This design comes from an exercise in tuning for small area on the open sky130 flow, not from production work.
The RTL was checked by simulation tests, not by an equivalence proof against the original design.
Power is estimated from default activity; no workload was simulated.

<file path="flow/design.v">
module nb_engine (
    input  wire         clk,
    input  wire         rst,
    input  wire         cmd_valid,
    output wire         cmd_ready,
    input  wire [127:0] cmd_desc,
    output wire         busy,
    input  wire         src_valid,
    output wire         src_ready,
    input  wire [31:0]  src_data,
    output wire         dst_valid,
    output wire [31:0]  dst_data,
    input  wire [15:0]  cfg_wait_bound,
    input  wire         cfg_rfin_clk_low,
    output wire         bus_clk,
    output wire         bus_nrd,
    output wire         bus_start,
    output wire         bus_doe,
    output wire [7:0]   bus_dout,
    input  wire [7:0]   bus_din,
    input  wire         bus_nwait,
    output wire         irq_inhibit,
    input  wire [15:0]  owm_in,
    output wire         owm_we,
    output wire [15:0]  owm_wdata,
    output wire [1:0]   status_code,
    output wire [1:0]   status_where,
    output wire [31:0]  status_index,
    output wire [39:0]  status_addr
);
    localparam [15:0] M_BUS = 16'h01FF;
    localparam [7:0] OPC_POKE = 8'h01;
    localparam [7:0] OPC_PEEK = 8'h02;
    localparam [5:0]
        S_IDLE   = 6'd0,
        S_END    = 6'd1,
        S_NRD    = 6'd2,
        S_START  = 6'd3,
        S_DIR    = 6'd4,
        S_AWAIT  = 6'd5,
        S_CE1    = 6'd6,
        S_CE2    = 6'd7,
        S_CE3    = 6'd8,
        S_CX1    = 6'd9,
        S_CX2    = 6'd10,
        S_WWAIT  = 6'd11,
        S_R_DIR  = 6'd12,
        S_R_NRD  = 6'd13,
        S_F_CLK  = 6'd14,
        S_F_NRD  = 6'd15,
        S_F_DIR  = 6'd16,
        S_FWAIT  = 6'd17,
        S_BEAT0  = 6'd32,
        S_RBEAT0 = 6'd34;
    reg [5:0]  seq;
    reg        ph_a;           
    reg        op_peek;
    reg [39:0] a;              
    reg [31:0] rn;             
    reg [31:0] i;              
    reg        step_r;         
    reg [31:0] w;              
    reg [15:0] cn;             
    reg        clk_r, nrd_r, start_r, doe_r;
    reg [7:0]  dout_r;
    reg        st_tmo, st_con;
    reg [1:0]  st_wh;
    reg [31:0] st_index;
    reg [39:0] st_addr;
    wire [7:0]  d_opc  = cmd_desc[127:120];
    wire [23:0] d_rsv  = cmd_desc[119:96];
    wire [31:0] d_n    = cmd_desc[95:64];
    wire [39:0] d_addr = cmd_desc[39:0];
    wire        d_ok   = (d_rsv == 24'd0) && (d_opc == OPC_POKE || d_opc == OPC_PEEK);
    wire c_up;
    wire [40:0] a_cy;
    wire [32:0] i_cy;
    wire [32:0] r_cy;
    wire [16:0] c_cy;
    assign a_cy[0] = step_r;
    assign i_cy[0] = step_r;
    assign r_cy[0] = step_r;
    assign c_cy[0] = c_up;
    genvar g;
    generate
        for (g = 0; g < 40; g = g + 1) begin : g_a
            if (g == 19) begin : g_la
                assign a_cy[g+1] = a_cy[0] & (&a[19:0]);
            end else begin : g_rp
                assign a_cy[g+1] = a_cy[g] & a[g];
            end
        end
        for (g = 0; g < 32; g = g + 1) begin : g_i
            assign i_cy[g+1] = i_cy[g] & i[g];
            assign r_cy[g+1] = r_cy[g] & rn[g];
        end
        for (g = 0; g < 16; g = g + 1) begin : g_c
            assign c_cy[g+1] = c_cy[g] & cn[g];
        end
    endgenerate
    wire [39:0] a_inc  = a ^ a_cy[39:0];
    wire [31:0] i_inc  = i ^ i_cy[31:0];
    wire [31:0] rn_inc = rn ^ r_cy[31:0];
    wire [15:0] c_inc  = cn ^ c_cy[15:0];
    wire        rn_hi  = &rn[31:1];
    wire        last   = rn_hi & !rn[0];    
    wire        fin    = rn_hi & rn[0];     
    wire        pg_end = (a[7:0] == 8'hFF);
    wire timeout = (cfg_wait_bound != 16'd0) && (cn == 16'hFFFE);
    wire [5:0] rfin_first = cfg_rfin_clk_low ? S_F_CLK : S_F_NRD;
    wire       s_beat = seq[5];
    wire [2:0] beat   = seq[4:2];
    wire s_drv  = s_beat && (seq[1:0] == 2'd0);
    wire s_smp  = s_beat && (seq[1:0] == 2'd3);
    wire s_d0   = (seq == S_BEAT0);
    wire rd     = !ph_a && op_peek;
    wire idle  = (seq == S_IDLE);
    wire s_end = (seq == S_END) || ((seq == S_NRD) && ph_a && !op_peek && fin);
    wire s_cx2 = (seq == S_CX2);
    wire in_cs = (s_beat && !rd) || (seq == S_CE2) || (seq == S_CE3) || (seq == S_CX1) || s_cx2;
    wire s_wait = (seq == S_AWAIT) || (seq == S_WWAIT) || (seq == S_FWAIT);
    wire w_ld   = (seq == S_NRD) && !ph_a && src_valid;
    wire w_sh   = (s_drv && !ph_a) || s_smp;
    wire w_hold = !w_ld && !w_sh;
    wire o_drv  = s_drv && !rst;
    wire o_a0   = o_drv && ph_a && (beat == 3'd0);
    wire o_a1   = o_drv && ph_a && (beat == 3'd1);
    wire o_a2   = o_drv && ph_a && (beat == 3'd2);
    wire o_a3   = o_drv && ph_a && (beat == 3'd3);
    wire o_a4   = o_drv && ph_a && beat[2];
    wire o_w    = o_drv && !ph_a;
    wire o_hold = !s_drv && !rst;
    wire smp_last = s_smp && (beat[1:0] == 2'd3);
    wire w_go     = (seq == S_WWAIT) && bus_nwait;
    wire step     = smp_last || w_go;
    wire beat_end = ph_a ? beat[2] : (beat[1:0] == 2'd3);
    wire tmo_ev = s_wait && !bus_nwait && timeout;
    wire i_clr  = rst || idle || s_end;
    wire [31:0] i_d = i_clr ? 32'd0 : i_inc;
    wire st_we  = rst || tmo_ev || s_end || (idle && cmd_valid && !d_ok);
    assign c_up = s_wait;
    wire c_ld   = (seq == S_CE2);
    wire c_keep = c_up || (seq == S_CE3) || s_beat || (seq == S_CX1);
    assign cmd_ready    = idle;
    assign busy         = !idle;
    assign src_ready    = (seq == S_NRD) && !ph_a;
    assign dst_valid    = step_r && op_peek;
    assign dst_data     = w;
    assign bus_clk      = clk_r;
    assign bus_nrd      = nrd_r;
    assign bus_start    = start_r;
    assign bus_doe      = doe_r;
    assign bus_dout     = dout_r;
    assign irq_inhibit  = in_cs;
    assign owm_we       = s_d0 || s_cx2;
    assign owm_wdata    = s_cx2 ? ~cn : M_BUS;
    assign status_code  = {st_con, st_tmo};
    assign status_where = {st_con | (st_tmo & st_wh[1]), st_con | (st_tmo & st_wh[0])};
    assign status_index = st_index;
    assign status_addr  = st_addr & {40{st_tmo}};
    always @(posedge clk) begin
        step_r <= step && !rst;
        a  <= idle ? d_addr : a_inc;
        rn <= idle ? ~d_n : rn_inc;
        i  <= i_d;
        if (idle)
            op_peek <= (d_opc == OPC_PEEK);
        cn <= c_ld ? ~owm_in : (c_keep ? c_inc : ~cfg_wait_bound);
        w <= ({32{w_ld}} & src_data) | ({32{w_sh}} & {bus_din, w[31:8]}) | ({32{w_hold}} & w);
        dout_r <= ({8{o_a0}} & a[7:0])   | ({8{o_a1}} & a[15:8]) | ({8{o_a2}} & a[23:16]) |
                  ({8{o_a3}} & a[31:24]) | ({8{o_a4}} & a[39:32]) | ({8{o_w}} & w[7:0]) |
                  ({8{o_hold}} & dout_r);
        if (st_we)
            st_index <= i_d;
        if (tmo_ev)
            st_addr  <= a;
    end
    always @(posedge clk) begin
        if (rst) begin
            seq         <= S_IDLE;
            clk_r       <= 1'b0;
            nrd_r       <= 1'b1;
            start_r     <= 1'b0;
            doe_r       <= 1'b1;
            st_tmo      <= 1'b0;
            st_con      <= 1'b0;
            st_wh       <= 2'd0;
        end else begin
            if (tmo_ev) begin
                st_tmo <= 1'b1;
                st_con <= 1'b0;
                st_wh  <= (seq == S_AWAIT) ? 2'd0 : (seq == S_WWAIT) ? 2'd1 : 2'd2;
                seq    <= S_IDLE;
            end else if (s_beat) begin
                case (seq[1:0])
                    2'd0: begin
                        if (ph_a)
                            start_r <= (beat == 3'd0);
                        seq[1:0] <= 2'd1;
                    end
                    2'd1: begin
                        clk_r    <= 1'b1;
                        seq[1:0] <= rd ? 2'd3 : 2'd2;
                    end
                    2'd2: begin
                        clk_r <= 1'b0;
                        if (rd)
                            seq[1:0] <= 2'd1;
                        else if (beat_end)
                            seq <= S_CX1;
                        else
                            seq <= {1'b1, beat + 3'd1, 2'd0};
                    end
                    default: begin
                        if (beat[1:0] != 2'd3)
                            seq <= {1'b1, beat + 3'd1, 2'd2};
                        else
                            seq <= (!last && !pg_end) ? S_R_DIR : rfin_first;
                    end
                endcase
            end else begin
                case (seq)
                    S_IDLE: begin
                        ph_a <= 1'b1;
                        if (cmd_valid) begin
                            if (d_ok) begin
                                seq <= S_NRD;
                            end else begin
                                st_tmo <= 1'b0;
                                st_con <= 1'b1;
                            end
                        end
                    end
                    S_END: begin
                        st_tmo <= 1'b0;
                        st_con <= 1'b0;
                        seq    <= S_IDLE;
                    end
                    S_NRD: begin
                        if (s_end) begin
                            st_tmo <= 1'b0;
                            st_con <= 1'b0;
                            seq    <= S_IDLE;
                        end else if (ph_a || src_valid)
                            seq <= S_START;
                    end
                    S_START: begin if (ph_a) start_r <= 1'b1; seq <= S_DIR; end
                    S_DIR:   seq <= ph_a ? S_AWAIT : S_CE1;
                    S_AWAIT: if (bus_nwait) seq <= S_CE1;
                    S_CE1:   seq <= S_CE2;
                    S_CE2:   seq <= S_CE3;
                    S_CE3:   seq <= S_BEAT0;
                    S_CX1:   seq <= S_CX2;
                    S_CX2: begin
                        if (ph_a) begin
                            if (!op_peek) begin
                                ph_a <= 1'b0;
                                seq  <= S_NRD;
                            end else begin
                                ph_a <= 1'b0;
                                seq  <= fin ? rfin_first : S_R_DIR;
                            end
                        end else
                            seq <= S_WWAIT;
                    end
                    S_WWAIT: begin
                        if (bus_nwait) begin
                            if (last)
                                seq <= S_END;
                            else begin
                                ph_a <= pg_end;
                                seq  <= S_NRD;
                            end
                        end
                    end
                    S_R_DIR: begin doe_r <= 1'b0; seq <= S_R_NRD; end
                    S_R_NRD: begin nrd_r <= 1'b0; seq <= S_RBEAT0; end
                    S_F_CLK: begin clk_r <= 1'b0; seq <= S_F_NRD; end
                    S_F_NRD: begin nrd_r <= 1'b1; seq <= S_F_DIR; end
                    S_F_DIR: begin doe_r <= 1'b1; seq <= S_FWAIT; end
                    S_FWAIT: begin
                        if (bus_nwait) begin
                            ph_a <= 1'b1;
                            seq  <= fin ? S_END : S_NRD;
                        end
                    end
                    default: seq <= S_IDLE;
                endcase
            end
        end
    end
endmodule
</file>
<file path="flow/flow/run.sh">
#!/bin/bash
# Standard layout, with the port buffers made from the smallest buffer cell,
# the synthesis buffers removed before placement, and a clock tree of
# clkbuf_8 leaf clusters without dummy loads.
set -euo pipefail
export BUFFER_PORTS_ARGS="-buffer_cell sky130_fd_sc_hd__buf_1"
export REMOVE_ABC_BUFFERS=1
export CTS_ARGS="-sink_clustering_enable -repair_clock_nets -dont_use_dummy_load -sink_clustering_size 16 -sink_clustering_max_diameter 60 -buf_list sky130_fd_sc_hd__clkbuf_8"
bash standard.sh > standard.log 2>&1
</file>
<file path="flow/config.mk">
export PLATFORM = sky130hd
export DESIGN_NAME = nb_engine
export DESIGN_NICKNAME = nb_engine
export VERILOG_FILES = /design/flow/design.v
export SDC_FILE = /design/flow/constraint.sdc
export NUM_CORES = 4
export LEC_CHECK = 0
export CAP_MARGIN = 20
export CORE_MARGIN = 2
export CORE_UTILIZATION = 65
export SLEW_MARGIN = 20
</file>
<file path="flow/standard.sh">
#!/bin/bash
# synth_recipe.tcl (not shown) runs the flow's synth.tcl, then flattens the netlist and writes it again
# the make line also repeats each setting of config.mk as NAME=value (left out here)
make -C /OpenROAD-flow-scripts/flow DESIGN_CONFIG=/design/flow/config.mk WORK_HOME=/design/flow/orfs CLKGATE_MAP_FILE= SYNTH_SCRIPT=/design/flow/synth_recipe.tcl "${@:-finish}"
</file>
<file path="flow/constraint.sdc">
create_clock -name core_clock -period 8.0 [get_ports {clk}]
set_input_delay 1.6000 -clock core_clock [delete_from_list [all_inputs] [get_ports {clk}]]
set_output_delay 1.6000 -clock core_clock [all_outputs]
set_load 0.01 [all_outputs]
</file>
==> results of run 1 <==
==> Yosys cell counts, drive strengths merged (2+ instances only) <==
cell,count,area (sq um)
o21ai,85,425
a21oi,28,140
nand2b,5,31.3
o211ai,2,15.0
clkbuf,43,161
edfxtp,74,2220
or3,2,12.5
nor2b,7,43.8
a211o,2,17.5
nor3b,4,30.0
a21boi,2,15.0
xnor2,2,17.5
a221oi,2,17.5
o221ai,2,17.5
buf,27,133
nand3,13,65.1
or2,2,12.5
a22oi,41,308
o21a,3,22.5
o22ai,2,18.8
dfxtp,175,3500
a22o,7,61.3
o32a,2,20.0
xor2,4,35.0
nand4,20,125
ha,121,1510
inv,12,45.0
a21o,2,15.0
a31oi,9,56.3
a211oi,8,60.1
and3,8,50.1
a311oi,3,26.3
o221a,2,22.5
o22a,2,17.5
and2,90,563
nand2,246,923
nor3,8,40.0
mux2i,11,110
nor4,18,113
nor2,52,198
a32oi,2,17.5
==> report_power, final <==
part           switching, mW  leakage, nW  internal [mW]  total [mW]
combinational          0.840         3.27          0.456        1.30
sequential             0.294         2.17           1.70        1.99
clock                  0.379        0.137          0.214       0.593
total                   1.51         5.58           2.37        3.88
==> logic make-up after synthesis <==
group                      share of synthesized area
AOI/OAI and AO/OA                              0.119
xor gates and xnor gates                     0.00464
adders and majority gates                      0.134
buffers and inverters                         0.0299
DFF                                            0.505
muxes                                         0.0107
and+or+nand+nor                                0.197
==> layout make-up <==
| class | count | area, sq um |
|---|---|---|
| sequential | 249 | 5730 |
| multi-input combinational | 829 | 5310 |
| fill | 1315 | 4250 |
| timing repair buffer | 335 | 1310 |
| tap | 225 | 282 |
| clock buffer | 19 | 262 |
| inverter | 12 | 45.0 |
==> stage by stage <==
step	setup slack (ns)	instance area (sq um)
after floorplan	1.73	11000
after global placement	1.49	12700
after detailed placement	1.32	12700
after CTS	1.29	12900
after global routing	1.04	12900
final	1.35	12900
==> routing by layer <==
metal / GRT usage / part of all wire / vias to the layer above
met5: 0 / 0 / -
met4: 0.0758 / 0.024 / 0
met3: 0.0474 / 0.076 / 54
met2: 0.516 / 0.49 / 419
met1: 0.388 / 0.41 / 4345
li1: - / - / 4642
==> registers in the layout (all words and copies together) (netlist names), 2 cells and up <==
name,flops
st_wh,2
st_index,32
st_addr,40
cn,16
seq,6
a,40
i,32
rn,32
dout_r,8
w,32
==> critical path: cells and delay by family (launching register included) <==
kind / cells / cell delay, ns
flops: 1 / 0.41
xor+xnor: 1 / 0.17
fa+ha+maj: 31 / 5.66
simple gates: 1 / 0.17
==> path summary, 6_finish.rpt <==
check,endpoint,cells after the start
worst max-delay path,st_index[31],33
worst min-delay path,w[9],2
worst max register to register,st_index[31],33
worst min register to register,w[9],2
==> reports/results.tsv, run 1 <==
stage	metric	value	unit
pwr	Peak VDD IR	0.211	mV
critical_path	r2r startpoint	step_r	
critical_path	CP endpoint kind	flop	
yosys	Yosys cell types	57	
yosys	synthesized area per cell	9.77	sq um
sta	Pins Over Slew Limit	0	
clocking	CTS Sinks	249	
clocking	clock root buffer	clkbuf_8	
clocking	CTS Hold Buffers Added	0	
final_layout	Nets	1773	
yosys	Yosys reg bits	249	
critical_path	CP dominant cell by count	ha_1	
min_path	hold_sp	w[9]	
clocking	Post-CTS Setup Inserts	0	
floorplanning	core footprint	17200	sq um
yosys	Syn. warnings	1	
yosys	sequential fraction of the synthesis area	0.505	
critical_path	Worst EP arrival	6.92	ns
critical_path	Slowest-stage cell, CP	dfxtp_1	
floorplanning	die height	136	um
final_layout	diode count	0	
global_routing	largest net degree at the start of global routing	70	
routing	Vias per Instance	5.67	
clocking	clk buf depth	3	
clocking	CTS H-tree depth	1	
floorplanning	starting density of the core	0.660	
routing	DRC	0	
sta	RSZ-0062 raised after global routing	false	
min_path	Min-Delay Path Class	reg2reg	
yosys	number of synthesized flops with an enable pin	74	
final_layout	share of cells above drive strength 1	0.0319	
clocking	clock slew at reported path FFs	0.09	ns
routing	WL final	28100	um
critical_path	CP Launch Point	step_r	
clocking	CTS buffer count	19	
yosys	main flop type after synthesis	dfxtp_1	
floorplanning	die area	18500	sq um
routing	routed vias	9460	
placement	Placed Instances	1649	
placement	RD Place Congestion	0.913	
global_routing	number of global-route vias before repair	8597	
pwr	Power, Total	3.88	mW
sta	Worst Max-Slew Pin Slew	1.06	ns
sta	Post-Route Setup TNS	0	ns
placement	placed wire-length estimate	20900	um
sta	worst clock skew	0.0229	ns
yosys	Post-Synthesis Cells	1160	
global_routing	initial antenna violation count	0	
sta	min Tclk post-route	6.65	ns
routing	antenna viol nets, final	0	
critical_path	Crit Path Class	reg2reg	
critical_path	critical path peak fanout	5	
sta	Min Hold Slack	0.467	ns
sta	worst rel slew slack	0.291	
critical_path	crit-path max cell delay	0.41	ns
clocking	worst skew pair latency	0.53	ns
global_routing	grt total ovfl	0	
yosys	FFs w/ async S/R, synth	0	
job	Max Cap Viol	0	
final_layout	most common cell after layout, fill and taps aside	buf_1	
final_layout	Core Util, Final	0.753	
routing	DRT iter0 DRCs	773	
critical_path	CP Launch Type	flop	
yosys	Mapped Area	11300	sq um
final_layout	commonest non-fill, non-tap cells in the layout	buf_1 (323), nand2_1 (246), dfxtp_1 (175)	
critical_path	Req. time, crit path	8.28	ns
floorplanning	die width	136	um
routing	DRT Pass-1 Iters	5	
sta	fin crit share	0.831	
outcome	status	no timing/DRC/antenna violations	
critical_path	r2r setup slk	1.35	ns
clocking	number of gates resized after CTS	0	
placement	# port buffers	323	
final_layout	Post-Layout Cell Count	1669	
pwr	Leak	5.58	nW
final_layout	area grow syn2layout	14.1	%
clocking	CTS tree	done	
pwr	PD cells	300	nW/um^2
sta	final setup vio count	0	
sta	fmax	150	MHz
floorplanning	top-level I/O count	348	
routing	Wirelength per Cell	16.9	um
global_routing	first-pass GRT wire length	43600	um
global_routing	GRT Total Usage	0.297	
floorplanning	# rows	48	
sta	Final Hold Fails	0	
==> inputs of run 2 (changes only) <==
==> flow/flow/run.sh (replaced) <==
#!/bin/bash
# Standard layout, with the port buffers made from the smallest buffer cell
# and the synthesis buffers removed before placement.
set -euo pipefail
export BUFFER_PORTS_ARGS="-buffer_cell sky130_fd_sc_hd__buf_1"
export REMOVE_ABC_BUFFERS=1
bash standard.sh > standard.log 2>&1
--- a/flow/config.mk
+++ b/flow/config.mk
@@ -7,5 +7,8 @@
 export LEC_CHECK = 0
 export CAP_MARGIN = 20
 export CORE_MARGIN = 2
-export CORE_UTILIZATION = 65
+export CORE_UTILIZATION = 60
+export CTS_BUF_LIST = sky130_fd_sc_hd__clkbuf_16
+export CTS_CLUSTER_DIAMETER = 90
+export CTS_CLUSTER_SIZE = 26
 export SLEW_MARGIN = 20
==> reports/results.tsv, run 2 <==
stage	metric	value	unit	change
outcome	status	no timing/DRC/antenna violations		unchanged
floorplanning	die height	141	um	was 136 um
critical_path	Worst EP arrival	6.92	ns	about the same
sta	Final Hold Fails	0		unchanged
global_routing	first-pass GRT wire length	43400	um	was 43600 um
yosys	largest family of logic cells by synthesized area	simple AND/OR/NAND/NOR gates		unchanged
final_layout	commonest non-fill, non-tap cells in the layout	buf_1 (323), nand2_1 (246), dfxtp_1 (175)		unchanged
pwr	Leak	5.64	nW	was 5.58 nW
clocking	CTS buffer count	13		was 19
critical_path	Crit Path Class	reg2reg		unchanged
yosys	Post-Synth XOR/XNOR Area	0.00464		unchanged
clocking	number of gates resized after CTS	0		unchanged
critical_path	worst path buffer plus inverter count	0		unchanged
yosys	Mapped Area	11300	sq um	unchanged
clocking	clock slew at reported path FFs	0.10	ns	was 0.09 ns
sta	worst clock skew	0.0147	ns	was 0.0229 ns
floorplanning	top-level I/O count	348		unchanged
clocking	Post-CTS Setup Inserts	0		unchanged
final_layout	share of cells above drive strength 1	0.0291		was 0.0319
floorplanning	die area	20000	sq um	was 18500 sq um
critical_path	crit-path max cell delay	0.42	ns	was 0.41 ns
clocking	clock root buffer	clkbuf_16		was clkbuf_8
final_layout	Nets	1766		was 1773
clocking	CTS H-tree depth	1		unchanged
yosys	FFs w/ async S/R, synth	0		unchanged
sta	fin crit share	0.837		was 0.831
global_routing	largest net degree at the start of global routing	73		was 70
global_routing	initial antenna violation count	0		unchanged
yosys	Post-Synth Simple-Gate Area	0.197		unchanged
floorplanning	die width	141	um	was 136 um
yosys	sequential fraction of the synthesis area	0.505		unchanged
yosys	mux cell area share after synthesis	0.0107		unchanged
pwr	PD cells	306	nW/um^2	was 300 nW/um^2
routing	DRT iter0 DRCs	609		was 773
sta	Min Hold Slack	0.464	ns	was 0.467 ns
critical_path	Slowest-stage cell, CP	dfxtp_1		unchanged
placement	RD Place Congestion	0.916		was 0.913
final_layout	Core Util, Final	0.700		was 0.753
critical_path	WP depth	33		unchanged
critical_path	CP delay by family, top	adder cells		unchanged
yosys	number of synthesized flops with an enable pin	74		unchanged
global_routing	number of global-route vias before repair	8377		was 8597
critical_path	Req. time, crit path	8.23	ns	was 8.28 ns
clocking	clk buf depth	3		unchanged
routing	WL final	28100	um	about the same
yosys	Yosys cell types	57		unchanged
critical_path	CP dominant cell by count	ha_1		unchanged
sta	Post-Route Setup TNS	0	ns	unchanged
critical_path	cells on worst reg2reg path	33		unchanged
sta	RSZ-0062 raised after global routing	false		unchanged
yosys	Post-Synthesis Cells	1160		unchanged
clocking	CTS Sinks	249		unchanged
yosys	main flop type after synthesis	dfxtp_1		unchanged
pwr	Peak VDD IR	0.175	mV	was 0.211 mV
routing	Wirelength per Cell	16.7	um	was 16.9 um
floorplanning	core footprint	18600	sq um	was 17200 sq um
min_path	Min-Delay Path Class	reg2reg		unchanged
yosys	Synth top area share	0.309		unchanged
sta	worst rel slew slack	0.304		was 0.291
sta	Worst Max-Slew Pin Slew	1.04	ns	was 1.06 ns
global_routing	met1 Use GR	0.372		was 0.388
yosys	count leader, synth	nand2_1		unchanged
global_routing	met3 GRT Util	0.0321		was 0.0474
final_layout	Top Registers	a x40, st_addr x40		unchanged
critical_path	Setup crit end	st_index[31]		unchanged
placement	Placed Instances	1658		was 1649
yosys	Synth area leaders	dfxtp_1 (31%), edfxtp_1 (20%), ha_1 (13%), nand2_1 (8.1%), and2_1 (5.0%)		unchanged
sta	final setup vio count	0		unchanged
clocking	CTS tree	done		unchanged
sta	fmax	149	MHz	was 150 MHz
routing	Vias per Instance	5.54		was 5.67
sta	Pins Over Slew Limit	0		unchanged
yosys	Compound-Gate Fraction of Synth Area	0.119		unchanged
critical_path	r2r setup slk	1.31	ns	was 1.35 ns
global_routing	GRT Total Usage	0.272		was 0.297
yosys	post-synthesis adder-cell area fraction	0.134		unchanged
sta	min Tclk post-route	6.69	ns	was 6.65 ns
routing	antenna viol nets, final	0		unchanged
final_layout	fillers	1540		was 1315
yosys	Syn. warnings	1		unchanged
placement	# port buffers	323		unchanged
final_layout	most common cell after layout, fill and taps aside	buf_1		unchanged
critical_path	CP Launch Type	flop		unchanged
clocking	worst skew pair latency	0.48	ns	was 0.53 ns
final_layout	Post-Layout Cell Count	1679		was 1669
critical_path	critical path peak fanout	5		unchanged
final_layout	diode count	0		unchanged
job	Max Cap Viol	0		unchanged
routing	routed vias	9297		was 9460
final_layout	area grow syn2layout	15.2	%	was 14.1%
floorplanning	starting density of the core	0.608		was 0.660
critical_path	Reg2Reg Capture Point	st_index[31]		unchanged
routing	DRT Pass-1 Iters	8		was 5
global_routing	met2 Use GR	0.459		was 0.516
critical_path	r2r startpoint	step_r		unchanged
critical_path	CP Launch Point	step_r		unchanged
placement	placed wire-length estimate	20700	um	was 20900 um
routing	DRC	0		unchanged
global_routing	gr busiest metal	met2		unchanged
yosys	Synth top cells by count	nand2_1 (246), dfxtp_1 (175), ha_1 (121)		unchanged
global_routing	grt total ovfl	0		unchanged
critical_path	CP endpoint kind	flop		unchanged
yosys	Yosys reg bits	249		unchanged
yosys	leading area contributor after synthesis	dfxtp_1		unchanged
yosys	synthesized area per cell	9.77	sq um	unchanged
clocking	CTS Hold Buffers Added	0		unchanged
floorplanning	# rows	50		was 48
## run 2: cell counts after synthesis
Identical to the previous run, type by type.
## run 2: how the worst min path moves through the flow
stage,slack (ns),from,end,cells past startpoint
after floorplan,0.44,a[25],st_addr[25],0
after global placement,0.45,w[19],w[19],2
after detailed placement,0.45,w[30],w[30],2
after CTS,0.46,w[30],w[30],2
after global routing,0.48,w[18],w[18],2
final,0.46,w[14],w[14],2
## run 2: layout make-up
type                       count  area, sq um  share of cell area
clock inverter                 8         60.1             0.00460
inverter                      12         45.0             0.00345
sequential                   249         5730               0.438
clock buffer                  13          325              0.0249
tap                          234          293              0.0224
multi-input combinational    829         5320               0.407
timing repair buffer         334         1290              0.0992
## run 2: power breakdown
| group | internal, mW | switching [mW] | total, mW |
|---|---|---|---|
| logic | 0.451 | 0.853 | 1.30 |
| registers | 1.70 | 0.278 | 1.98 |
| clock network | 0.332 | 0.389 | 0.722 |
## run 2: kinds of logic (layout without fill, tap and decap cells)
| group | count (synthesis) | in the layout |
|---|---|---|
| AND/OR/NAND/NOR | 478 | 478 |
| flip-flops | 249 | 249 |
| AO/OA/AOI/OAI | 212 | 212 |
| adder cells (fa/ha/maj) | 121 | 121 |
| buffers and inverters | 82 | 367 |
| multiplexers | 12 | 12 |
| XOR/XNOR | 6 | 6 |
## run 2: through the flow
step           instance area [sq um]  total power [mW]  worst slack, ns
2_1_floorplan                  11000              2.82             1.73
3_3_place_gp                   12700              3.26             1.45
3_5_place_dp                   12700              3.30             1.36
4_1_cts                        13100              4.01             1.27
5_1_grt                        13100              4.29             1.01
6_report                       13100              4.00             1.31
## run 2: worst register-to-register path: cells and delay by family (launching register included)
family        cells  cell delay (ns)
xor+xnor          1             0.15
fa+ha+maj        31             5.73
flops             1             0.42
simple gates      1             0.16
## run 2: per-layer routing
| layer | vias up | part of all wire |
|---|---|---|
| met5 | - | 0 |
| met3 | 52 | 0.059 |
| met1 | 4250 | 0.43 |
| met2 | 355 | 0.48 |
| met4 | 0 | 0.028 |
| li1 | 4640 | - |
==> inputs of run 3 (changes only) <==
--- a/flow/design.v
+++ b/flow/design.v
@@ -33,23 +33,23 @@
     localparam [7:0] OPC_PEEK = 8'h02;
     localparam [5:0]
         S_IDLE   = 6'd0,
-        S_END    = 6'd1,
-        S_NRD    = 6'd2,
-        S_START  = 6'd3,
-        S_DIR    = 6'd4,
-        S_AWAIT  = 6'd5,
-        S_CE1    = 6'd6,
+        S_END    = 6'd21,
+        S_NRD    = 6'd9,
+        S_START  = 6'd22,
+        S_DIR    = 6'd8,
+        S_AWAIT  = 6'd10,
+        S_CE1    = 6'd2,
         S_CE2    = 6'd7,
-        S_CE3    = 6'd8,
-        S_CX1    = 6'd9,
-        S_CX2    = 6'd10,
-        S_WWAIT  = 6'd11,
-        S_R_DIR  = 6'd12,
-        S_R_NRD  = 6'd13,
-        S_F_CLK  = 6'd14,
-        S_F_NRD  = 6'd15,
-        S_F_DIR  = 6'd16,
-        S_FWAIT  = 6'd17,
+        S_CE3    = 6'd16,
+        S_CX1    = 6'd26,
+        S_CX2    = 6'd27,
+        S_WWAIT  = 6'd19,
+        S_R_DIR  = 6'd28,
+        S_R_NRD  = 6'd11,
+        S_F_CLK  = 6'd1,
+        S_F_NRD  = 6'd4,
+        S_F_DIR  = 6'd29,
+        S_FWAIT  = 6'd3,
         S_BEAT0  = 6'd32,
         S_RBEAT0 = 6'd34;
     reg [5:0]  seq;
==> flow/flow/run.sh (replaced) <==
#!/bin/bash
# Standard layout, with the port buffers made from the smallest buffer cell,
# the synthesis buffers removed before placement, and a clock tree of
# clkbuf_4 leaf clusters without dummy loads.
set -euo pipefail
export BUFFER_PORTS_ARGS="-buffer_cell sky130_fd_sc_hd__buf_1"
export REMOVE_ABC_BUFFERS=1
export CTS_ARGS="-sink_clustering_enable -repair_clock_nets -dont_use_dummy_load -sink_clustering_size 10 -sink_clustering_max_diameter 40 -buf_list sky130_fd_sc_hd__clkbuf_4"
bash standard.sh > standard.log 2>&1
==> flow/config.mk (replaced) <==
export PLATFORM = sky130hd
export DESIGN_NAME = nb_engine
export DESIGN_NICKNAME = nb_engine
export VERILOG_FILES = /design/flow/design.v
export SDC_FILE = /design/flow/constraint.sdc
export NUM_CORES = 4
export LEC_CHECK = 0
export CAP_MARGIN = 20
export CORE_MARGIN = 2
export CORE_UTILIZATION = 65
export SLEW_MARGIN = 20
==> reports/results.tsv, run 3 <==
stage	metric	value	unit	change
outcome	status	no timing/DRC/antenna violations		unchanged
clocking	clk buf depth	3		unchanged
final_layout	commonest non-fill, non-tap cells in the layout	buf_1 (323), nand2_1 (291), dfxtp_1 (175)		was buf_1 (323), nand2_1 (246), dfxtp_1 (175)
yosys	Synth top area share	0.312		was 0.309
global_routing	met3 GRT Util	0.0475		was 0.0321
sta	RSZ-0062 raised after global routing	false		unchanged
global_routing	largest net degree at the start of global routing	108		was 73
clocking	clock root buffer	clkbuf_4		was clkbuf_16
critical_path	Worst EP arrival	7.09	ns	was 6.92 ns
critical_path	Slowest-stage cell, CP	dfxtp_1		unchanged
sta	worst rel slew slack	0.311		was 0.304
floorplanning	# rows	48		was 50
yosys	leading area contributor after synthesis	dfxtp_1		unchanged
critical_path	Crit Path Class	reg2reg		unchanged
placement	RD Place Congestion	0.920		was 0.916
critical_path	CP Launch Type	flop		unchanged
clocking	worst skew pair latency	0.63	ns	was 0.48 ns
pwr	Leak	5.51	nW	was 5.64 nW
critical_path	CP dominant cell by count	ha_1		unchanged
sta	fmax	149	MHz	about the same
final_layout	Nets	1769		was 1766
final_layout	Top Registers	a x40, st_addr x40		unchanged
floorplanning	core footprint	17100	sq um	was 18600 sq um
sta	final setup vio count	0		unchanged
final_layout	area grow syn2layout	14.2	%	was 15.2%
sta	Worst Max-Slew Pin Slew	1.03	ns	was 1.04 ns
routing	Wirelength per Cell	16.8	um	was 16.7 um
pwr	PD cells	279	nW/um^2	was 306 nW/um^2
routing	DRT Pass-1 Iters	5		was 8
sta	worst clock skew	0.0707	ns	was 0.0147 ns
critical_path	CP endpoint kind	flop		unchanged
placement	# port buffers	323		unchanged
yosys	Yosys reg bits	249		unchanged
yosys	sequential fraction of the synthesis area	0.510		was 0.505
clocking	CTS Hold Buffers Added	0		unchanged
floorplanning	die area	18300	sq um	was 20000 sq um
clocking	CTS Sinks	249		unchanged
pwr	Power, Total	3.57	mW	was 4.00 mW
yosys	Syn. warnings	1		unchanged
sta	Post-Route Setup TNS	0	ns	unchanged
placement	placed wire-length estimate	20200	um	was 20700 um
pwr	Peak VDD IR	0.362	mV	was 0.175 mV
clocking	CTS buffer count	36		was 13
sta	Final Hold Fails	0		unchanged
final_layout	most common cell after layout, fill and taps aside	buf_1		unchanged
final_layout	Storage cell area	5730	sq um	unchanged
clocking	CTS tree	done		unchanged
routing	antenna viol nets, final	0		unchanged
global_routing	gr busiest metal	met2		unchanged
placement	Place WS	1.29	ns	was 1.36 ns
final_layout	Multi-input gate area	5210	sq um	was 5320 sq um
global_routing	GRT Total Usage	0.299		was 0.272
routing	WL final	27900	um	was 28100 um
global_routing	met1 Use GR	0.394		was 0.372
final_layout	fillers	1307		was 1540
critical_path	critical path peak fanout	5		unchanged
job	Max Cap Viol	0		unchanged
yosys	Yosys cell types	67		was 57
global_routing	initial antenna violation count	1		was 0
yosys	main flop type after synthesis	dfxtp_1		unchanged
global_routing	met2 Use GR	0.491		was 0.459
routing	DRT iter0 DRCs	568		was 609
floorplanning	starting density of the core	0.658		was 0.608
placement	Placed Instances	1630		was 1658
clocking	number of gates resized after CTS	0		unchanged
critical_path	crit-path max cell delay	0.38	ns	was 0.42 ns
yosys	FFs w/ async S/R, synth	0		unchanged
floorplanning	top-level I/O count	348		unchanged
clocking	CTS H-tree depth	2		was 1
yosys	synthesized area per cell	9.92	sq um	was 9.77 sq um
final_layout	Post-Layout Cell Count	1668		was 1679
global_routing	grt total ovfl	0		unchanged
sta	fin crit share	0.841		was 0.837
routing	DRC	0		unchanged
yosys	Synth area leaders	dfxtp_1 (31%), edfxtp_1 (20%), ha_1 (13%), nand2_1 (9.8%), and2_1 (4.2%)		was dfxtp_1 (31%), edfxtp_1 (20%), ha_1 (13%), nand2_1 (8.1%), and2_1 (5.0%)
final_layout	share of cells above drive strength 1	0.0500		was 0.0291
floorplanning	die width	135	um	was 141 um
sta	min Tclk post-route	6.73	ns	was 6.69 ns
sta	Pins Over Slew Limit	0		unchanged
yosys	count leader, synth	nand2_1		unchanged
yosys	Post-Synthesis Cells	1131		was 1160
critical_path	Req. time, crit path	8.36	ns	was 8.23 ns
global_routing	first-pass GRT wire length	43300	um	was 43400 um
yosys	number of synthesized flops with an enable pin	74		unchanged
routing	routed vias	9419		was 9297
floorplanning	die height	135	um	was 141 um
clocking	clock slew at reported path FFs	0.11	ns	was 0.10 ns
min_path	Min-Delay Path Class	reg2reg		unchanged
routing	Vias per Instance	5.65		was 5.54
global_routing	number of global-route vias before repair	8765		was 8377
clocking	Post-CTS Setup Inserts	0		unchanged
yosys	Mapped Area	11200	sq um	was 11300 sq um
sta	slack of the critical path	1.27	ns	was 1.31 ns
yosys	Synth top cells by count	nand2_1 (292), dfxtp_1 (175), ha_1 (120)		was nand2_1 (246), dfxtp_1 (175), ha_1 (121)
run 3: cell types whose count changed in the layout (fill, tap and decap cells not counted), sizes merged, moves of 9 or more:
cell / before / now
nand2: 246 / 292
nor2: 52 / 26
clkbuf: 13 / 36
and2: 90 / 76
a21oi: 28 / 17
mux2i: 11 / 2
run 3: final timing paths:
path | start | end | slack, ns | cells past startpoint
worst max-delay path | step_r | st_index[31] | 1.27 | 33
worst min-delay path | a[30] | st_addr[30] | 0.45 | 0
worst max register to register | step_r | st_index[31] | 1.27 | 33
worst min register to register | a[30] | st_addr[30] | 0.45 | 0
run 3: metrics by stage:
stage | utilization | instance area, sq um | hold WS [ns]
after floorplan | - | 11000 | 0.436
after global placement | 0.734 | 12500 | 0.439
after detailed placement | 0.734 | 12500 | 0.448
after CTS | 0.750 | 12800 | 0.454
after global routing | 0.751 | 12800 | 0.477
final | 0.751 | 12800 | 0.453
run 3: layout make-up:
cell class                      instances  share of cell area
Inverter                               13             0.00381
Timing Repair Buffer                  331              0.0993
Clock buffer                           36              0.0211
Multi-Input combinational cell        812               0.406
Tap cell                              225              0.0220
Antenna cell                            2            0.000391
Sequential cell                       249               0.447
run 3: logic make-up after synthesis:
| group | synth area share |
|---|---|
| adder cells (fa/ha/maj) | 0.134 |
| AO/OA/AOI/OAI | 0.108 |
| multiplexers | 0.00379 |
| XOR/XNOR | 0.00469 |
| buffers and inverters | 0.0274 |
| flip-flops | 0.510 |
| AND/OR/NAND/NOR | 0.212 |
run 3: where the power goes:
part	internal, mW	switching (mW)
sequential	1.64	0.245
clock	0.208	0.393
combinational	0.387	0.698
total	2.23	1.34
run 3: worst max-delay path, delay by kind of cell (launching register included):
kind,cells,cell delay [ns]
adders and majority gates,31,5.74
DFF,1,0.38
and+or+nand+nor,1,0.25
xor gates and xnor gates,1,0.13
run 3: per-layer routing:
metal	share of wire	vias to the layer above
li1	-	4630
met1	0.41	4293
met2	0.48	423
met3	0.072	73
met4	0.035	0
met5	0	-
==> inputs of run 4 (changes only) <==
==> flow/flow/run.sh (replaced) <==
#!/bin/bash
# Standard layout, with the port buffers made from the smallest buffer cell,
# the synthesis buffers removed before placement, and a clock tree of
# clkbuf_8 leaf clusters without dummy loads.
set -euo pipefail
export BUFFER_PORTS_ARGS="-buffer_cell sky130_fd_sc_hd__buf_1"
export REMOVE_ABC_BUFFERS=1
export CTS_ARGS="-sink_clustering_enable -repair_clock_nets -dont_use_dummy_load -sink_clustering_size 18 -sink_clustering_max_diameter 55 -buf_list sky130_fd_sc_hd__clkbuf_8"
bash standard.sh > standard.log 2>&1
==> reports/results.tsv, run 4 <==
stage	metric	value	unit	change
global_routing	gr busiest metal	met2		unchanged
yosys	Synth top area share	0.312		unchanged
global_routing	met1 Use GR	0.396		was 0.394
routing	antenna viol nets, final	0		unchanged
floorplanning	top-level I/O count	348		unchanged
final_layout	commonest non-fill, non-tap cells in the layout	buf_1 (323), nand2_1 (291), dfxtp_1 (175)		unchanged
sta	worst rel slew slack	0.323		was 0.311
yosys	post-synthesis adder-cell area fraction	0.134		unchanged
yosys	count leader, synth	nand2_1		unchanged
yosys	Yosys reg bits	249		unchanged
critical_path	CP Launch Point	step_r		unchanged
clocking	CTS Hold Buffers Added	0		unchanged
clocking	worst skew pair latency	0.54	ns	was 0.63 ns
clocking	clock slew at reported path FFs	0.11	ns	about the same
placement	Place WS	1.29	ns	unchanged
yosys	FFs w/ async S/R, synth	0		unchanged
critical_path	r2r setup slk	1.26	ns	was 1.27 ns
clocking	clk buf depth	3		unchanged
routing	Wirelength per Cell	16.9	um	was 16.8 um
floorplanning	die height	135	um	unchanged
sta	Final Hold Fails	0		unchanged
sta	RSZ-0062 raised after global routing	false		unchanged
sta	min Tclk post-route	6.74	ns	was 6.73 ns
yosys	Compound-Gate Fraction of Synth Area	0.108		unchanged
critical_path	CP dominant cell by count	ha_1		unchanged
global_routing	met3 GRT Util	0.0389		was 0.0475
yosys	number of synthesized flops with an enable pin	74		unchanged
min_path	Min-Delay Path Class	reg2reg		unchanged
critical_path	Worst EP arrival	7.03	ns	was 7.09 ns
placement	# port buffers	323		unchanged
yosys	mux cell area share after synthesis	0.00379		unchanged
yosys	Yosys cell types	67		unchanged
clocking	number of gates resized after CTS	0		unchanged
sta	worst clock skew	0.0513	ns	was 0.0707 ns
placement	placed wire-length estimate	20200	um	unchanged
yosys	Mapped Area	11200	sq um	unchanged
yosys	Syn. warnings	1		unchanged
routing	routed vias	9275		was 9419
clocking	CTS tree	done		unchanged
final_layout	Nets	1754		was 1769
critical_path	Setup crit end	st_index[31]		unchanged
yosys	main flop type after synthesis	dfxtp_1		unchanged
critical_path	CP Launch Type	flop		unchanged
final_layout	Top Registers	a x40, st_addr x40		unchanged
final_layout	share of cells above drive strength 1	0.0400		was 0.0500
sta	Post-Route Setup TNS	0	ns	unchanged
sta	fin crit share	0.842		was 0.841
pwr	Leak	5.50	nW	was 5.51 nW
pwr	PD cells	279	nW/um^2	about the same
floorplanning	# rows	48		unchanged
clocking	clock root buffer	clkbuf_8		was clkbuf_4
critical_path	Req. time, crit path	8.29	ns	was 8.36 ns
yosys	leading area contributor after synthesis	dfxtp_1		unchanged
critical_path	crit-path max cell delay	0.39	ns	was 0.38 ns
global_routing	initial antenna violation count	0		was 1
yosys	Synth top cells by count	nand2_1 (292), dfxtp_1 (175), ha_1 (120)		unchanged
routing	DRT iter0 DRCs	654		was 568
placement	RD Place Congestion	0.920		unchanged
global_routing	largest net degree at the start of global routing	108		unchanged
yosys	Synth area leaders	dfxtp_1 (31%), edfxtp_1 (20%), ha_1 (13%), nand2_1 (9.8%), and2_1 (4.2%)		unchanged
clocking	CTS Sinks	249		unchanged
clocking	Post-CTS Setup Inserts	0		unchanged
sta	Worst Max-Slew Pin Slew	1.02	ns	was 1.03 ns
yosys	largest family of logic cells by synthesized area	simple AND/OR/NAND/NOR gates		unchanged
final_layout	Design Area, Final	12800	sq um	about the same
routing	WL final	27800	um	was 27900 um
final_layout	area grow syn2layout	14.3	%	was 14.2%
routing	DRT Pass-1 Iters	5		unchanged
yosys	sequential fraction of the synthesis area	0.510		unchanged
yosys	Post-Synth Simple-Gate Area	0.212		unchanged
global_routing	GRT Total Usage	0.294		was 0.299
floorplanning	starting density of the core	0.658		unchanged
sta	slack of the critical path	1.26	ns	was 1.27 ns
job	Max Cap Viol	0		unchanged
clocking	CTS H-tree depth	1		was 2
pwr	Peak VDD IR	0.367	mV	was 0.362 mV
placement	Cell Area, Placed	12500	sq um	unchanged
critical_path	r2r startpoint	step_r		unchanged
critical_path	Reg2Reg Capture Point	st_index[31]		unchanged
floorplanning	core footprint	17100	sq um	unchanged
global_routing	met2 Use GR	0.489		was 0.491
outcome	status	no timing/DRC/antenna violations		unchanged
global_routing	first-pass GRT wire length	42900	um	was 43300 um
routing	Vias per Instance	5.62		was 5.65
floorplanning	die area	18300	sq um	unchanged
yosys	Post-Synth XOR/XNOR Area	0.00468		unchanged
global_routing	grt total ovfl	0		unchanged
yosys	synthesized area per cell	9.92	sq um	unchanged
critical_path	Crit Path Class	reg2reg		unchanged
critical_path	critical path peak fanout	5		unchanged
final_layout	diode count	0		was 2
critical_path	cells on worst reg2reg path	33		unchanged
clocking	CTS buffer count	21		was 36
critical_path	CP endpoint kind	flop		unchanged
sta	final setup vio count	0		unchanged
yosys	Post-Synthesis Cells	1131		unchanged
routing	DRC	0		unchanged
sta	fmax	148	MHz	was 149 MHz
sta	Pins Over Slew Limit	0		unchanged
floorplanning	die width	135	um	unchanged
critical_path	Slowest-stage cell, CP	dfxtp_1		unchanged
final_layout	most common cell after layout, fill and taps aside	buf_1		unchanged
global_routing	number of global-route vias before repair	8606		was 8765
pwr	Power, Total	3.58	mW	was 3.57 mW
-- run 4: cell counts after synthesis --
Identical to the previous run, type by type.
-- run 4: logic make-up after synthesis --
group,Yosys count
simple gates,496
flops,249
compound gates,186
fa+ha+maj,120
buf+inv,70
xor+xnor,6
mux,4
-- run 4: through the flow --
step	hold WS [ns]	std cells	utilization
4_1_cts	0.464	1651	0.751
6_report	0.463	1651	0.752
3_5_place_dp	0.448	1630	0.734
2_1_floorplan	0.436	1074	-
5_1_grt	0.484	1651	0.752
3_3_place_gp	0.439	1630	0.734
-- run 4: critical path, delay by kind of cell (launching register included) --
kind	cells	cell delay, ns
adders and majority gates	31	5.75
DFF	1	0.39
and+or+nand+nor	1	0.25
xor gates and xnor gates	1	0.13
-- run 4: power by group --
part           internal [mW]  total, mW  switching (mW)
clock network          0.236      0.610           0.374
registers               1.64       1.89           0.248
logic                  0.387       1.09           0.699
-- run 4: layout make-up --
| class | count | area (sq um) |
|---|---|---|
| Clock buffer | 21 | 289 |
| Multi-Input combinational cell | 812 | 5210 |
| Fill cell | 1295 | 4230 |
| Timing Repair Buffer | 331 | 1270 |
| Inverter | 13 | 48.8 |
| Tap cell | 225 | 282 |
| Sequential cell | 249 | 5730 |
-- run 4: metal layers --
| metal | up-vias | routed length (um) |
|---|---|---|
| li1 | 4592 | - |
| met1 | 4242 | 11800 |
| met2 | 369 | 13100 |
| met3 | 72 | 1750 |
| met4 | 0 | 1110 |
| met5 | - | 0 |
-- run 4: how the worst min path moves through the flow --
stage                              to  start  depth (start not counted)
after global placement    st_addr[23]  a[23]                          0
after floorplan           st_addr[24]  a[24]                          0
after detailed placement        w[22]  w[22]                          2
after global routing            w[17]  w[17]                          2
final                           w[28]  w[28]                          2
after CTS                       w[29]  w[29]                          2
==> inputs of run 5 (changes only) <==
==> flow/flow/run.sh (replaced) <==
#!/bin/bash
# Standard layout, with the port buffers made from the smallest buffer cell,
# the synthesis buffers removed before placement, and a clock tree of
# clkbuf_8 leaf clusters without dummy loads.
set -euo pipefail
export BUFFER_PORTS_ARGS="-buffer_cell sky130_fd_sc_hd__buf_1"
export REMOVE_ABC_BUFFERS=1
export CTS_ARGS="-sink_clustering_enable -repair_clock_nets -dont_use_dummy_load -sink_clustering_size 16 -sink_clustering_max_diameter 60 -buf_list sky130_fd_sc_hd__clkbuf_8"
bash standard.sh > standard.log 2>&1
==> reports/results.tsv, run 5 <==
stage	metric	value	unit	change
clocking	CTS Hold Buffers Added	0		unchanged
clocking	CTS buffer count	20		was 21
yosys	sequential fraction of the synthesis area	0.510		unchanged
floorplanning	starting density of the core	0.658		unchanged
floorplanning	core footprint	17100	sq um	unchanged
placement	# port buffers	323		unchanged
yosys	Synth area leaders	dfxtp_1 (31%), edfxtp_1 (20%), ha_1 (13%), nand2_1 (9.8%), and2_1 (4.2%)		unchanged
global_routing	GRT Total Usage	0.297		was 0.294
clocking	CTS tree	done		unchanged
sta	Min Hold Slack	0.464	ns	was 0.463 ns
yosys	synthesized area per cell	9.92	sq um	unchanged
sta	Final Hold Fails	0		unchanged
outcome	status	no timing/DRC/antenna violations		unchanged
final_layout	diode count	0		unchanged
floorplanning	die area	18300	sq um	unchanged
pwr	Peak VDD IR	0.370	mV	was 0.367 mV
critical_path	cells on worst reg2reg path	33		unchanged
yosys	Synth top cells by count	nand2_1 (292), dfxtp_1 (175), ha_1 (120)		unchanged
yosys	main flop type after synthesis	dfxtp_1		unchanged
floorplanning	die height	135	um	unchanged
yosys	leading area contributor after synthesis	dfxtp_1		unchanged
job	Max Cap Viol	0		unchanged
min_path	Min-Delay Path Class	reg2reg		unchanged
pwr	Power, Total	3.58	mW	about the same
sta	Post-Route Setup TNS	0	ns	unchanged
final_layout	area grow syn2layout	14.2	%	was 14.3%
sta	fin crit share	0.839		was 0.842
critical_path	Slowest-stage cell, CP	dfxtp_1		unchanged
clocking	clk buf depth	3		unchanged
placement	Cell Area, Placed	12500	sq um	unchanged
floorplanning	die width	135	um	unchanged
clocking	Post-CTS Setup Inserts	0		unchanged
final_layout	most common cell after layout, fill and taps aside	buf_1		unchanged
placement	Place WS	1.29	ns	unchanged
pwr	Leak	5.49	nW	was 5.50 nW
routing	DRC	0		unchanged
global_routing	first-pass GRT wire length	43200	um	was 42900 um
global_routing	grt total ovfl	0		unchanged
placement	placed wire-length estimate	20200	um	unchanged
clocking	number of gates resized after CTS	0		unchanged
routing	DRT Pass-1 Iters	8		was 5
critical_path	CP endpoint kind	flop		unchanged
critical_path	CP dominant cell by count	ha_1		unchanged
pwr	PD cells	279	nW/um^2	about the same
global_routing	largest net degree at the start of global routing	108		unchanged
final_layout	Design Area, Final	12800	sq um	about the same
clocking	clock root buffer	clkbuf_8		unchanged
yosys	count leader, synth	nand2_1		unchanged
final_layout	Nets	1753		was 1754
sta	worst clock skew	0.0225	ns	was 0.0513 ns
clocking	worst skew pair latency	0.53	ns	was 0.54 ns
global_routing	number of global-route vias before repair	8699		was 8606
final_layout	Top Registers	a x40, st_addr x40		unchanged
sta	slack of the critical path	1.28	ns	was 1.26 ns
final_layout	Core Util, Final	0.751		was 0.752
yosys	Yosys cell types	67		unchanged
placement	Placed Instances	1630		unchanged
sta	fmax	149	MHz	was 148 MHz
routing	WL final	28000	um	was 27800 um
critical_path	CP Launch Point	step_r		unchanged
critical_path	critical path peak fanout	5		unchanged
routing	Vias per Instance	5.65		was 5.62
clocking	CTS Sinks	249		unchanged
critical_path	r2r startpoint	step_r		unchanged
critical_path	r2r setup slk	1.28	ns	was 1.26 ns
min_path	hold_sp	w[24]		was w[28]
final_layout	commonest non-fill, non-tap cells in the layout	buf_1 (323), nand2_1 (291), dfxtp_1 (175)		unchanged
floorplanning	# rows	48		unchanged
clocking	clock slew at reported path FFs	0.10	ns	was 0.11 ns
critical_path	Req. time, crit path	8.30	ns	was 8.29 ns
yosys	Yosys reg bits	249		unchanged
routing	routed vias	9327		was 9275
yosys	Mapped Area	11200	sq um	unchanged
routing	DRT iter0 DRCs	625		was 654
floorplanning	top-level I/O count	348		unchanged
sta	Pins Over Slew Limit	0		unchanged
sta	Worst Max-Slew Pin Slew	1.03	ns	was 1.02 ns
sta	min Tclk post-route	6.72	ns	was 6.74 ns
yosys	Syn. warnings	1		unchanged
critical_path	Crit Path Class	reg2reg		unchanged
sta	final setup vio count	0		unchanged
sta	RSZ-0062 raised after global routing	false		unchanged
yosys	Post-Synthesis Cells	1131		unchanged
critical_path	Worst EP arrival	7.02	ns	was 7.03 ns
final_layout	Post-Layout Cell Count	1650		was 1651
min_path	hold depth	2		unchanged
critical_path	CP Launch Type	flop		unchanged
global_routing	initial antenna violation count	0		unchanged
placement	RD Place Congestion	0.920		unchanged
min_path	Worst Hold Endpoint	w[24]		was w[28]
yosys	number of synthesized flops with an enable pin	74		unchanged
routing	antenna viol nets, final	0		unchanged
final_layout	share of cells above drive strength 1	0.0393		was 0.0400
routing	Wirelength per Cell	17.0	um	was 16.9 um
critical_path	crit-path max cell delay	0.39	ns	about the same
critical_path	Reg2Reg Capture Point	st_index[31]		unchanged
yosys	Synth top area share	0.312		unchanged
yosys	FFs w/ async S/R, synth	0		unchanged
sta	worst rel slew slack	0.313		was 0.323
clocking	CTS H-tree depth	1		unchanged
-- run 5: cell counts after synthesis --
Identical to the previous run, type by type.
-- run 5: worst max-delay path by stage --
stage | endpoint | slack, ns | depth (start not counted)
after floorplan | rn[31] | 1.81 | 34
after global placement | st_index[31] | 1.52 | 33
after detailed placement | st_index[31] | 1.29 | 33
after CTS | st_index[31] | 1.23 | 33
after global routing | st_index[31] | 0.96 | 33
final | st_index[31] | 1.28 | 33
-- run 5: critical path, delay by kind of cell (launching register included) --
family,cells,cell delay [ns]
xor+xnor,1,0.12
fa+ha+maj,31,5.76
flops,1,0.39
simple gates,1,0.24
-- run 5: power by group --
part / leakage (nW) / switching [mW] / internal (mW)
combinational: 3.18 / 0.701 / 0.387
clock: 0.144 / 0.383 / 0.225
sequential: 2.16 / 0.245 / 1.64
-- run 5: cell type report --
type                       instances  area, sq um
clock buffer                      20          275
fill                            1299         4250
inverter                          13         48.8
multi-input combinational        812         5210
sequential                       249         5730
tap                              225          282
timing repair buffer             331         1270
-- run 5: kinds of logic (layout without fill, tap and decap cells) --
family / Yosys count / in the layout / synth area share
compound gates: 186 / 186 / 0.108
xor+xnor: 6 / 6 / 0.00469
fa+ha+maj: 120 / 120 / 0.134
buf+inv: 70 / 364 / 0.0274
flops: 249 / 249 / 0.510
mux: 4 / 4 / 0.00379
simple gates: 496 / 496 / 0.212
-- run 5: routing by layer --
layer / up-vias / wire, um / global-route usage / part of all wire
met5: - / 0 / 0 / 0
met4: 0 / 1160 / 0.127 / 0.041
met3: 81 / 2070 / 0.0404 / 0.074
met2: 401 / 13200 / 0.491 / 0.47
met1: 4263 / 11500 / 0.395 / 0.41
li1: 4582 / - / - / -
==> inputs of run 6 (changes only) <==
==> flow/config.mk (replaced) <==
export PLATFORM = sky130hd
export DESIGN_NAME = nb_engine
export DESIGN_NICKNAME = nb_engine
export VERILOG_FILES = /design/flow/design.v
export SDC_FILE = /design/flow/constraint.sdc
export NUM_CORES = 4
export LEC_CHECK = 0
export CAP_MARGIN = 10
export CORE_MARGIN = 2
export CORE_UTILIZATION = 72
export SLEW_MARGIN = 10
==> reports/results.tsv, run 6 <==
stage	metric	value	unit	change
placement	Place WS	1.22	ns	was 1.29 ns
floorplanning	die area	16600	sq um	was 18300 sq um
sta	worst rel slew slack	0.219		was 0.313
final_layout	Nets	1754		was 1753
floorplanning	# rows	45		was 48
outcome	status	no timing/DRC/antenna violations		unchanged
routing	DRC	0		unchanged
critical_path	crit-path max cell delay	0.39	ns	about the same
sta	fin crit share	0.854		was 0.839
floorplanning	die height	129	um	was 135 um
routing	DRT Pass-1 Iters	5		was 8
clocking	CTS tree	done		unchanged
job	Max Cap Viol	0		unchanged
yosys	main flop type after synthesis	dfxtp_1		unchanged
clocking	clk buf depth	3		unchanged
critical_path	Worst EP arrival	7.14	ns	was 7.02 ns
floorplanning	core footprint	15200	sq um	was 17100 sq um
global_routing	largest net degree at the start of global routing	107		was 108
global_routing	number of global-route vias before repair	9158		was 8699
yosys	Yosys cell types	67		unchanged
sta	RSZ-0062 raised after global routing	false		unchanged
sta	worst clock skew	0.0350	ns	was 0.0225 ns
clocking	CTS buffer count	19		was 20
yosys	FFs w/ async S/R, synth	0		unchanged
yosys	number of synthesized flops with an enable pin	74		unchanged
critical_path	CP Launch Type	flop		unchanged
final_layout	commonest non-fill, non-tap cells in the layout	buf_1 (323), nand2_1 (291), dfxtp_1 (175)		unchanged
critical_path	Slowest-stage cell, CP	dfxtp_1		unchanged
critical_path	Crit Path Class	reg2reg		unchanged
routing	antenna viol nets, final	0		unchanged
sta	Min Hold Slack	0.467	ns	was 0.464 ns
clocking	number of gates resized after CTS	0		unchanged
final_layout	share of cells above drive strength 1	0.0379		was 0.0393
routing	DRT iter0 DRCs	854		was 625
yosys	post-synthesis adder-cell area fraction	0.134		unchanged
yosys	count leader, synth	nand2_1		unchanged
sta	Final Hold Fails	0		unchanged
floorplanning	top-level I/O count	348		unchanged
yosys	Syn. warnings	1		unchanged
critical_path	Req. time, crit path	8.31	ns	was 8.30 ns
clocking	clock slew at reported path FFs	0.10	ns	about the same
yosys	Post-Synth XOR/XNOR Area	0.00468		unchanged
yosys	largest family of logic cells by synthesized area	simple AND/OR/NAND/NOR gates		unchanged
final_layout	diode count	0		unchanged
clocking	Post-CTS Setup Inserts	0		unchanged
yosys	synthesized area per cell	9.92	sq um	unchanged
sta	fmax	146	MHz	was 149 MHz
clocking	CTS Sinks	249		unchanged
global_routing	GRT Total Usage	0.353		was 0.297
sta	Worst Max-Slew Pin Slew	1.17	ns	was 1.03 ns
pwr	Peak VDD IR	0.322	mV	was 0.370 mV
sta	final setup vio count	0		unchanged
yosys	Synth area leaders	dfxtp_1 (31%), edfxtp_1 (20%), ha_1 (13%), nand2_1 (9.8%), and2_1 (4.2%)		unchanged
critical_path	CP delay by family, top	adder cells		unchanged
routing	Vias per Instance	6.03		was 5.65
final_layout	area grow syn2layout	13.8	%	was 14.2%
critical_path	CP endpoint kind	flop		unchanged
sta	slack of the critical path	1.17	ns	was 1.28 ns
yosys	Yosys reg bits	249		unchanged
yosys	Compound-Gate Fraction of Synth Area	0.108		unchanged
critical_path	worst path buffer plus inverter count	0		unchanged
pwr	Leak	5.49	nW	about the same
pwr	Power, Total	3.61	mW	was 3.58 mW
global_routing	grt total ovfl	0		unchanged
clocking	CTS Hold Buffers Added	0		unchanged
clocking	CTS H-tree depth	1		unchanged
placement	# port buffers	323		unchanged
critical_path	CP dominant cell by count	ha_1		unchanged
global_routing	first-pass GRT wire length	46100	um	was 43200 um
placement	RD Place Congestion	0.928		was 0.920
yosys	Synth top area share	0.312		unchanged
routing	Wirelength per Cell	18.5	um	was 17.0 um
yosys	mux cell area share after synthesis	0.00379		unchanged
yosys	Mapped Area	11200	sq um	unchanged
sta	min Tclk post-route	6.83	ns	was 6.72 ns
yosys	Post-Synthesis Cells	1131		unchanged
clocking	worst skew pair latency	0.53	ns	about the same
pwr	PD cells	283	nW/um^2	was 279 nW/um^2
sta	Pins Over Slew Limit	0		unchanged
yosys	leading area contributor after synthesis	dfxtp_1		unchanged
yosys	Post-Synth Simple-Gate Area	0.212		unchanged
routing	routed vias	9732		was 9327
floorplanning	starting density of the core	0.738		was 0.658
min_path	Min-Delay Path Class	reg2reg		unchanged
final_layout	Top Registers	a x40, st_addr x40		unchanged
clocking	clock root buffer	clkbuf_8		unchanged
placement	placed wire-length estimate	21500	um	was 20200 um
routing	WL final	29900	um	was 28000 um
critical_path	critical path peak fanout	5		unchanged
yosys	Synth top cells by count	nand2_1 (292), dfxtp_1 (175), ha_1 (120)		unchanged
floorplanning	die width	129	um	was 135 um
yosys	sequential fraction of the synthesis area	0.510		unchanged
sta	Post-Route Setup TNS	0	ns	unchanged
final_layout	most common cell after layout, fill and taps aside	buf_1		unchanged
global_routing	initial antenna violation count	0		unchanged
[run 6: cell types whose count changed in the layout (fill, tap and decap cells not counted), sizes merged]
cell    previous run  this run
buf              331       333
clkbuf            20        19
[run 6: power by group]
| part | switching [mW] | leakage (nW) | internal [mW] |
|---|---|---|---|
| clock | 0.382 | 0.137 | 0.215 |
| sequential | 0.257 | 2.16 | 1.64 |
| combinational | 0.726 | 3.20 | 0.389 |
[run 6: cell families after synthesis]
logic type               Yosys count
buffers and inverters             70
adder cells (fa/ha/maj)          120
flip-flops                       249
multiplexers                       4
XOR/XNOR                           6
AO/OA/AOI/OAI                    186
AND/OR/NAND/NOR                  496
[run 6: worst paths after layout]
kind | slack, ns | endpoint | cells after the start | from
setup / recovery | 1.17 | st_index[31] | 33 | step_r
hold / removal | 0.47 | w[9] | 2 | w[9]
setup reg to reg | 1.17 | st_index[31] | 33 | step_r
hold reg to reg | 0.47 | w[9] | 2 | w[9]
[run 6: worst reg2reg max path, delay by kind of cell, from the launching register on]
kind                       cells  cell delay (ns)
adders and majority gates     31             5.87
DFF                            1             0.39
and+or+nand+nor                1             0.24
xor gates and xnor gates       1             0.12
[run 6: cell type report]
class,instances,area [sq um]
well taps,188,235
inverters,13,48.8
repair buffers,333,1290
clock buffers,19,262
fillers,901,2440
flip-flops and latches,249,5730
multi-input cells,812,5200
[run 6: per-stage QoR]
| stage | instances | instance area (sq um) | utilization |
|---|---|---|---|
| floorplan | 1074 | 11000 | - |
| global placement | 1594 | 12500 | 0.821 |
| global route | 1614 | 12800 | 0.840 |
| finish | 1614 | 12800 | 0.840 |
| CTS | 1613 | 12700 | 0.839 |
| detailed placement | 1594 | 12500 | 0.821 |
[run 6: per-layer routing]
metal	wire length (um)	GRT usage	vias up
li1	-	-	4587
met1	11600	0.453	4490
met2	14400	0.606	556
met3	2550	0.0553	99
met4	1230	0.130	0
met5	0	0	-
==> inputs of run 7 (changes only) <==
--- a/flow/design.v
+++ b/flow/design.v
@@ -157,7 +157,7 @@
     assign status_code  = {st_con, st_tmo};
     assign status_where = {st_con | (st_tmo & st_wh[1]), st_con | (st_tmo & st_wh[0])};
     assign status_index = st_index;
-    assign status_addr  = st_addr & {40{st_tmo}};
+    assign status_addr  = st_addr;
     always @(posedge clk) begin
         step_r <= step && !rst;
         a  <= idle ? d_addr : a_inc;
@@ -170,10 +170,8 @@
         dout_r <= ({8{o_a0}} & a[7:0])   | ({8{o_a1}} & a[15:8]) | ({8{o_a2}} & a[23:16]) |
                   ({8{o_a3}} & a[31:24]) | ({8{o_a4}} & a[39:32]) | ({8{o_w}} & w[7:0]) |
                   ({8{o_hold}} & dout_r);
-        if (st_we)
-            st_index <= i_d;
-        if (tmo_ev)
-            st_addr  <= a;
+        st_index <= ({32{tmo_ev}} & i) | ({32{!st_we}} & st_index);
+        st_addr  <= ({40{tmo_ev}} & a) | ({40{!st_we}} & st_addr);
     end
     always @(posedge clk) begin
         if (rst) begin
==> flow/config.mk (replaced) <==
export PLATFORM = sky130hd
export DESIGN_NAME = nb_engine
export DESIGN_NICKNAME = nb_engine
export VERILOG_FILES = /design/flow/design.v
export SDC_FILE = /design/flow/constraint.sdc
export NUM_CORES = 4
export LEC_CHECK = 0
export CAP_MARGIN = 20
export CORE_MARGIN = 2
export CORE_UTILIZATION = 65
export SLEW_MARGIN = 20
==> reports/results.tsv, run 7 <==
stage	metric	value	unit	change
clocking	CTS tree	done		unchanged
critical_path	CP delay by family, top	adder cells		unchanged
sta	RSZ-0062 raised after global routing	false		unchanged
critical_path	worst path buffer plus inverter count	0		unchanged
critical_path	critical path peak fanout	5		unchanged
outcome	status	no timing/DRC/antenna violations		unchanged
yosys	FFs w/ async S/R, synth	0		unchanged
critical_path	cells on worst reg2reg path	34		was 33
floorplanning	# rows	47		was 45
min_path	Min-Delay Path Class	reg2reg		unchanged
clocking	clock root buffer	clkbuf_8		unchanged
placement	placed wire-length estimate	20600	um	was 21500 um
sta	fmax	155	MHz	was 146 MHz
sta	Pins Over Slew Limit	0		unchanged
clocking	clock slew at reported path FFs	0.10	ns	about the same
sta	fin crit share	0.809		was 0.854
clocking	worst skew pair latency	0.56	ns	was 0.53 ns
yosys	Yosys reg bits	249		unchanged
yosys	sequential fraction of the synthesis area	0.451		was 0.510
critical_path	CP Launch Type	flop		unchanged
final_layout	most common cell after layout, fill and taps aside	buf_1		unchanged
yosys	count leader, synth	nand2_1		unchanged
pwr	power share of the clock group	0.171		was 0.165
placement	# port buffers	323		unchanged
clocking	Post-CTS Setup Inserts	0		unchanged
pwr	Seq pwr share	0.498		was 0.526
final_layout	commonest non-fill, non-tap cells in the layout	buf_1 (323), nand2_1 (278), dfxtp_1 (247)		was buf_1 (323), nand2_1 (291), dfxtp_1 (175)
critical_path	CP endpoint kind	flop		unchanged
pwr	Peak VDD IR	0.259	mV	was 0.322 mV
final_layout	Nets	1817		was 1754
critical_path	r2r setup slk	1.53	ns	was 1.17 ns
critical_path	Slowest-stage cell, CP	dfxtp_1		unchanged
final_layout	area grow syn2layout	13.9	%	was 13.8%
clocking	CTS H-tree depth	1		unchanged
floorplanning	core footprint	16600	sq um	was 15200 sq um
routing	Wirelength per Cell	16.7	um	was 18.5 um
global_routing	initial antenna violation count	1		was 0
routing	Vias per Instance	5.75		was 6.03
sta	Post-Route Setup TNS	0	ns	unchanged
yosys	synthesized area per cell	9.18	sq um	was 9.92 sq um
clocking	CTS Sinks	249		unchanged
global_routing	first-pass GRT wire length	44800	um	was 46100 um
routing	DRT iter0 DRCs	759		was 854
final_layout	share of cells above drive strength 1	0.0343		was 0.0379
floorplanning	die width	135	um	was 129 um
pwr	Switching Fraction	0.393		was 0.378
final_layout	Top Registers	a x40, st_addr x40		unchanged
floorplanning	die area	18100	sq um	was 16600 sq um
critical_path	CP Launch Point	step_r		unchanged
run 7: cell types whose count changed in the layout (fill, tap and decap cells not counted), sizes merged, moves of 6 or more:
cell,before,now
nor2,26,35
nand2,292,279
o21ai,78,91
a222oi,8,0
a22o,2,80
a211oi,3,9
nor3,7,14
a31oi,6,15
nand4,26,18
dfxtp,175,247
and2,76,38
edfxtp,74,2
run 7: cell families after synthesis:
family,after synthesis,share of synthesized area
multiplexers,5,0.00485
AO/OA/AOI/OAI,293,0.183
AND/OR/NAND/NOR,449,0.185
adder cells (fa/ha/maj),120,0.135
flip-flops,249,0.451
XOR/XNOR,6,0.00473
buffers and inverters,88,0.0361
run 7: power groups by stage:
| stage | combinational [mW] | sequential, mW | clock [mW] |
|---|---|---|---|
| 2_1_floorplan | 0.814 | 1.79 | 0 |
| 3_3_place_gp | 1.14 | 1.81 | 0 |
| 3_5_place_dp | 1.19 | 1.82 | 0 |
| 4_1_cts | 1.19 | 1.79 | 0.629 |
| 5_1_grt | 1.38 | 1.83 | 0.670 |
| 6_report | 1.20 | 1.79 | 0.616 |
run 7: worst min-delay path by stage:
| stage | end | from | slack (ns) | depth (start not counted) |
|---|---|---|---|---|
| floorplan | st_index[0] | i[0] | 0.46 | 1 |
| finish | w[17] | w[17] | 0.46 | 2 |
| detailed placement | w[15] | w[15] | 0.45 | 2 |
| CTS | w[15] | w[15] | 0.46 | 2 |
| global placement | w[18] | w[18] | 0.44 | 2 |
| global route | w[9] | w[9] | 0.48 | 2 |
run 7: through the flow:
step / power, mW / utilization / instances / hold WS, ns / area (sq um)
after floorplan: 2.60 / - / 1132 / 0.456 / 10700
after global placement: 2.95 / 0.742 / 1688 / 0.444 / 12300
after detailed placement: 3.00 / 0.742 / 1688 / 0.447 / 12300
after CTS: 3.61 / 0.758 / 1708 / 0.463 / 12600
after global routing: 3.88 / 0.760 / 1709 / 0.479 / 12600
final: 3.61 / 0.760 / 1709 / 0.461 / 12600
run 7: worst min-delay path: stages (launching register included):
cell,delay (ns)
dfxtp_1,0.33
nand2_1,0.05
nand2_1,0.04
run 7: final cells by class:
cell class,count,area (sq um),share of cell area
clock buffers,20,275,0.0218
inverters,10,37.5,0.00297
well taps,220,275,0.0218
repair buffers,337,1330,0.105
multi-input cells,873,5730,0.453
flip-flops and latches,249,5000,0.396
run 7: per-layer routing:
metal	global-route usage	vias up	part of all wire
met5	0.00278	-	0.00025
met4	0.0842	2	0.028
met3	0.0702	66	0.082
met2	0.505	375	0.47
met1	0.391	4508	0.42
li1	-	4868	-

Setup slack of run 7, layout unchanged: 1.532 ns with ideal ports, 1.532 ns with driving cells assumed (clock clkbuf_16, inputs buf_2), 1.532 ns with port delays also shifted by the 0.558 ns mid clock arrival.
